Source: an optimization exercise on an open RTL-to-GDS flow (aim: small area, a short achievable clock period and few clock cycles). Production flows keep margins and buffers that such runs may drop.
Function was not checked in any run shown here: the RTL went through the layout flow alone.

## flow/design.v (module list and top-level ports; edited modules follow where they fit)
// module als_div: 765 lines
// module als_codec: 121 lines
// module als_core: 1595 lines
module als_core (
    input  wire        clk,
    input  wire        rst,           
    input  wire        cmd_valid,
    input  wire [31:0] cmd_cw,
    input  wire [31:0] cmd_opd,
    output reg         busy,
    output reg         rsp_valid,
    output reg  [2:0]  rsp_status,
    output wire [31:0] rsp_result
);
  // ...
==> flow/run.sh <==
#!/bin/bash
# synth_recipe.tcl (not shown) runs the flow's synth.tcl, then flattens the netlist and writes it again
# the make line also repeats each setting of config.mk as NAME=value (left out here)
make -C /OpenROAD-flow-scripts/flow DESIGN_CONFIG=/design/flow/config.mk WORK_HOME=/design/flow/orfs CLKGATE_MAP_FILE= SYNTH_SCRIPT=/design/flow/synth_recipe.tcl finish
==> flow/config.mk <==
export PLATFORM = sky130hd
export DESIGN_NAME = als_core
export DESIGN_NICKNAME = als_core
export VERILOG_FILES = /design/flow/design.v
export SDC_FILE = /design/flow/constraint.sdc
export NUM_CORES = 4
export LEC_CHECK = 0
export CAP_MARGIN = 20
export CORE_MARGIN = 2
export CORE_UTILIZATION = 40
export SETUP_SLACK_MARGIN = 3
export SLEW_MARGIN = 20
==> flow/constraint.sdc <==
create_clock -name core_clock -period 10.0 [get_ports {clk}]
set_input_delay 2.0000 -clock core_clock [delete_from_list [all_inputs] [get_ports {clk}]]
set_output_delay 2.0000 -clock core_clock [all_outputs]
set_load 0.01 [all_outputs]
==> summary.md, run 1 <==
| Metric | Value |
|---|---|
| CP bufs+invs | 3 |
| Filler cells | 8569 |
| Adder-cell share of the synthesized area | 0.326 |
| Outcome | timing/DRC/antenna clean |
| Synthesized area | 35200 µm² |
| Endpoints failing setup | 0 |
| Vias in the first global route | 32.9k |
| Clock slew at reported path FFs | 0.06 ns |
| CP required | 10.39 ns |
| Seq_cells | 113 |
| Detailed-route DRC error count | 0 |
| Measured slew at the worst slew-check pin | 1.08 ns |
| Worst Reg2Reg Path Length in Cells | 19 |
| Total length of routed met2 wires | 61200 µm |
| Register area | 2310 µm² |
| GR Util met1 | 0.377 |
| Number of synthesized flops with an enable pin | 0 |
| DRT iter0 DRCs | 3797 |
| Most common cell in the netlist | inv_1 |
| Worst clock skew | 0.0278 ns |
| Reg2reg end | res_val[11] |
| Total negative setup slack | 0 ns |
| Final-report hold violation count | 0 |
| Die W | 301 µm |
| CP endpoint kind | flip-flop |
| Unique masters post-synth | 101 |
==> inputs of run 2 (changes only) <==
--- a/flow/config.mk
+++ b/flow/config.mk
@@ -8,5 +8,5 @@
 export CAP_MARGIN = 20
 export CORE_MARGIN = 2
 export CORE_UTILIZATION = 40
-export SETUP_SLACK_MARGIN = 3
+export SETUP_SLACK_MARGIN = 4
 export SLEW_MARGIN = 20
==> run 2 against run 1 <==
- first-iteration DRC count is 1.1% higher
- cell area grew 9.5%
- largest cell class unchanged
- still clean
- non-clock buffer count grew 136
- register-to-register slack improved by 0.53 ns
- fmax rose by 5.1%
- hold slack better by 0.012 ns
==> summary.md, run 2 <==
| Metric | Value |
|---|---|
| Dominant cell type by area after synthesis | fa_1 (unchanged) |
| Core box area | 86900 µm² (unchanged) |
| Largest reg by FF count | acc (unchanged) |
| Final Cycle Share | 0.664 (was 0.698) |
| GRT overflow | 0 (unchanged) |
| Die Ht | 301 µm (unchanged) |
| Dpl cell area | 37300 µm² (was 37100 µm²) |
| Detailed-route DRC error count | 0 (unchanged) |
| Avg WL per Cell | 24.8 µm (was 24.3 µm) |
| Worst Slack Setup Final | 3.36 ns (was 3.02 ns) |
| Worst Setup Start Kind | input pin (unchanged) |
| Cells on Worst Hold Path | 2 (unchanged) |
| Root Buffer | clkbuf_16 (unchanged) |
| Post-synthesis xor/xnor area fraction | 0.108 (unchanged) |
| CTS sink cnt | 113 (unchanged) |
| Die W | 301 µm (unchanged) |
| CP endpoint kind | flip-flop (unchanged) |
| FP Rows | 108 (unchanged) |
| Skew-Pair Late Insertion Delay | 0.49 ns (was 0.50 ns) |
| RePlAce Congestion | 1.01 (was 0.992) |
| Routed Antenna Nets | 0 (unchanged) |
| Crit path kind | input pin to flip-flop (unchanged) |
| Number of synthesized flops with an enable pin | 0 (unchanged) |
| I/O Buffers | 102 (unchanged) |
| Fin crit period | 6.64 ns (was 6.98 ns) |
| Synth top area share | 0.247 (unchanged) |
| TritonCTS clock tree | yes (unchanged) |
| First-pass DRT Iterations | 8 (was 6) |
| Final nets | 5141 (was 5006) |
| Most common cell in the netlist | inv_1 (unchanged) |
| Slew HR | 0.403 (was 0.273) |
| Most used cell along the critical path | fa_2 |
| Pre-CTS setup slack | 1.42 ns (was 1.49 ns) |
| Worst Reg2Reg Path Length in Cells | 25 (was 19) |
| Share of cells above drive strength 1 | 0.226 (was 0.128) |
| Total negative setup slack | 0 ns (unchanged) |
| Top cells by count, synth | inv_1, fa_1, a22oi_1 (unchanged) |
| Final Max Tran Viols | 0 (unchanged) |
| Layout Utilization | 0.504 (was 0.460) |
| Ys Warns | 3 (unchanged) |
| Max reg flops | 42 (unchanged) |
| Largest net degree at the start of global routing | 65 (was 66) |
| CP bufs+invs | 5 (was 3) |
| Max cap viols | 0 (unchanged) |
| Avg Cell Area, Syn | 8.18 µm² (unchanged) |
| Crit Reg-Reg Startpoint | btwo[0] (was bone[5]) |
| Fraction of the mapped netlist area in simple logic gates | 0.107 (unchanged) |
| Final-report hold violation count | 0 (unchanged) |
| Worst hold slack | 0.467 ns (was 0.455 ns) |
| Combinational family with the most area after synthesis | adder cells (unchanged) |
| First-pass GRT wire length | 210000 µm (was 200000 µm) |
| Mux share of post-synthesis cell area | 0.0471 (unchanged) |
| Crit path max-delay cell type | fa_2 (was clkdlybuf4s50_1) |
| Async set-reset flop share out of synthesis | 0 (unchanged) |
| Max Clock Freq | 151 MHz (was 143 MHz) |
| Unrepaired setup endpoints after global routing | yes (unchanged) |
| Via count | 34.5k (was 33.3k) |
| N_diodes | 0 (was 1) |
| Main flop type after synthesis | dfxtp_1 (unchanged) |
| Compound-cell area share of the yosys netlist | 0.248 (unchanged) |
| Commonest non-fill, non-tap cell in the layout | inv_1 (unchanged) |
| Dpl hpwl | 96400 µm (was 97100 µm) |
| Worst clock skew | 0.0122 ns (was 0.0278 ns) |
| # H-tree levels | 4 (unchanged) |
| Worst setup path startpoint | cmd_opd[12] (was cmd_opd[2]) |
| Worst path top cell family by delay | compound AO/OA/AOI/OAI gates (was adder cells) |
| Adder-cell share of the synthesized area | 0.326 (unchanged) |
| Hold Path Origin | rsp_status[2] (was rsp_status[0]) |
| Worst Hold Path EP | rsp_status[2] (was rsp_status[0]) |
| I/O pin cnt | 104 (unchanged) |
| Sequential area share after synthesis | 0.0643 (unchanged) |
| Reg2reg end | acc[41] (was res_val[11]) |
| Filler cells | 8123 (was 8569) |
| Cell chain of the critical path | buf_2, buf_12, clkinvlp_4, buf_6, ha_1, fa_2, fa_2, ha_4, a21o_4, or2_4, a21oi_4, a21oi_2, buf_4, o41ai_4, o21ai_2, o21a_1, mux4_2, a22o_1, or3_1, a311oi_2 (was clkdlybuf4s50_1, clkinvlp_4, buf_4, fa_1, fa_1, ha_4, nand2_2, or3_1, a211o_4, a31oi_1, nor3b_4, mux2i_2, mux2_4, mux4_2, o2bb2ai_2, or3_1, a311oi_2) |
| CTS Buf Count | 17 (unchanged) |
| CP max FO | 7 (was 6) |
| Endpoints failing setup | 0 (unchanged) |
| Area growth syn-to-layout | 24.5% (was 13.7%) |
| Finished Cell Area | 43800 µm² (was 40000 µm²) |
| Clock slew at reported path FFs | 0.05 ns (was 0.06 ns) |
| Measured slew at the worst slew-check pin | 0.893 ns (was 1.08 ns) |
| Die area | 90300 µm² (unchanged) |
| Avg Vias per Cell | 6.18 (was 6.11) |
| Largest regs | acc: 42 flops, res_val: 31 flops (unchanged) |
| Unique masters post-synth | 101 (unchanged) |
| Synth Instances | 4299 (unchanged) |
| CP Data Arrival Time | 7.03 ns (was 7.37 ns) |
| Synth area leaders | fa_1, a22oi_1, ha_1, xnor2_1, dfxtp_1 (unchanged) |
| GR Util All Layers | 0.299 (was 0.285) |
| Outcome | timing/DRC/antenna clean (unchanged) |
| Initial Utilization | 0.405 (unchanged) |
| Final WL | 138000 µm (was 132000 µm) |
| Vias in the first global route | 34.2k (was 32.9k) |
| Critical path's largest stage delay | 0.55 ns (was 0.65 ns) |
| Buffer levels on the longest clock path | 2 (unchanged) |
| Antenna violations before repair | 1 (was 2) |
| Synth Register Bits | 113 (unchanged) |
| Synthesized area | 35200 µm² (unchanged) |
| DRT iter0 DRCs | 3840 (was 3797) |
| Hold crit path type | flip-flop to flip-flop (unchanged) |
| Syn nets | 5022 (unchanged) |
| CP required | 10.39 ns (about the same) |
| Highest-count cells in the layout ignoring fill and taps | inv_1, fa_1, a22oi_1 (unchanged) |
| Reg-to-reg slack, setup | 3.79 ns (was 3.26 ns) |
## run 2: cell types whose count changed in the layout (fill, tap and decap cells not counted), sizes merged, moves of 2 or more
| cell | before | now |
|---|---|---|
| bufbuf | 2 | 8 |
| clkdlybuf4s15 | 0 | 3 |
| dlymetal6s2s | 9 | 0 |
| buf | 227 | 371 |
| dlygate4sd2 | 3 | 1 |
| inv | 539 | 535 |
| clkdlybuf4s50 | 89 | 84 |
| bufinv | 2 | 5 |
## run 2: repair_timing
item	in CTS	in global routing
pin swaps	206	157
gates resized for setup	607	232
cloned	11	1
hold buffers	0	0
buffers inserted	188	51
endpoints found under the setup margin	90	76
## run 2: per-layer routing
layer | vias up | wire [µm] | GRT usage
met5 | - | 77 | 0
met4 | 4 | 7530 | 0.137
met3 | 433 | 10900 | 0.0473
met2 | 1777 | 65100 | 0.493
met1 | 17200 | 54800 | 0.386
li1 | 15100 | - | -
## run 2: layout make-up
class	instances	area, µm²	area share
clock buffer	19	433	0.00989
clock inverter	13	210	0.00480
inverter	550	2150	0.0491
multi-input combinational	3266	32300	0.738
sequential	113	2350	0.0536
tap	1155	1450	0.0330
timing repair buffer	470	4870	0.111
## run 2: logic make-up (layout without fill, tap and decap cells)
kind of cell | after synthesis | count (layout)
XOR/XNOR | 432 | 432
buffers and inverters | 920 | 1052
AO/OA/AOI/OAI | 1242 | 1242
AND/OR/NAND/NOR | 810 | 810
other | 1 | 1
flip-flops | 113 | 113
adder cells (fa/ha/maj) | 657 | 657
multiplexers | 124 | 124
## run 2: stage by stage
stage	cells
2_1_floorplan	4299
3_3_place_gp	5302
3_5_place_dp	5303
4_1_cts	5534
5_1_grt	5586
6_report	5586
## run 2: how the worst max path moves through the flow
stage,slack [ns],to,depth (start not counted)
6_report,3.36,btwo[6],20
5_1_grt,3.26,btwo[2],21
3_5_place_dp,1.42,btwo[4],20
4_1_cts,3.45,btwo[4],21
3_3_place_gp,1.47,btwo[4],20
2_1_floorplan,3.11,btwo[6],18
## run 2: tightest hold or removal path, stage by stage, from the launching register on
cell	delay [ns]
dfxtp_1	0.31
nand2_1	0.06
a21oi_1	0.05

static timing again, ports no longer ideal:
The flow's constraints put no driver on any port. The routed layouts listed below were extracted and timed again, unchanged, in two steps. Step 1 assumes that a clkbuf_16 drives the clock port and a buf_2 every other input. Step 2 adds t to the input delays and takes it off the output delays; t is the mean of the earliest and latest rising clock arrival at the registers after step 1. Input paths then give back, and output paths get back, about the clock's delay inside the block. Three values: ideal, step 1, step 2; two values: the first two.
| run | shift t [ns] | setup slack, ns | worst setup path after step 2 | slew at the worst register clock pin (ns) | worst data-port slew with drivers (ns) |
|---|---|---|---|---|---|
| run 1 | 0.542 | 3.023 / 3.046 / 2.504 | input to register | 0.08 / 0.08 | 0.14 |
| run 2 | 0.532 | 3.362 / 3.389 / 2.857 | input to register | 0.07 / 0.07 | 0.06 |
After both steps every run listed still meets setup and hold. For run 1, which loses most, drivers alone change the setup slack by +0.023 ns; drivers and shift together by -0.519 ns.
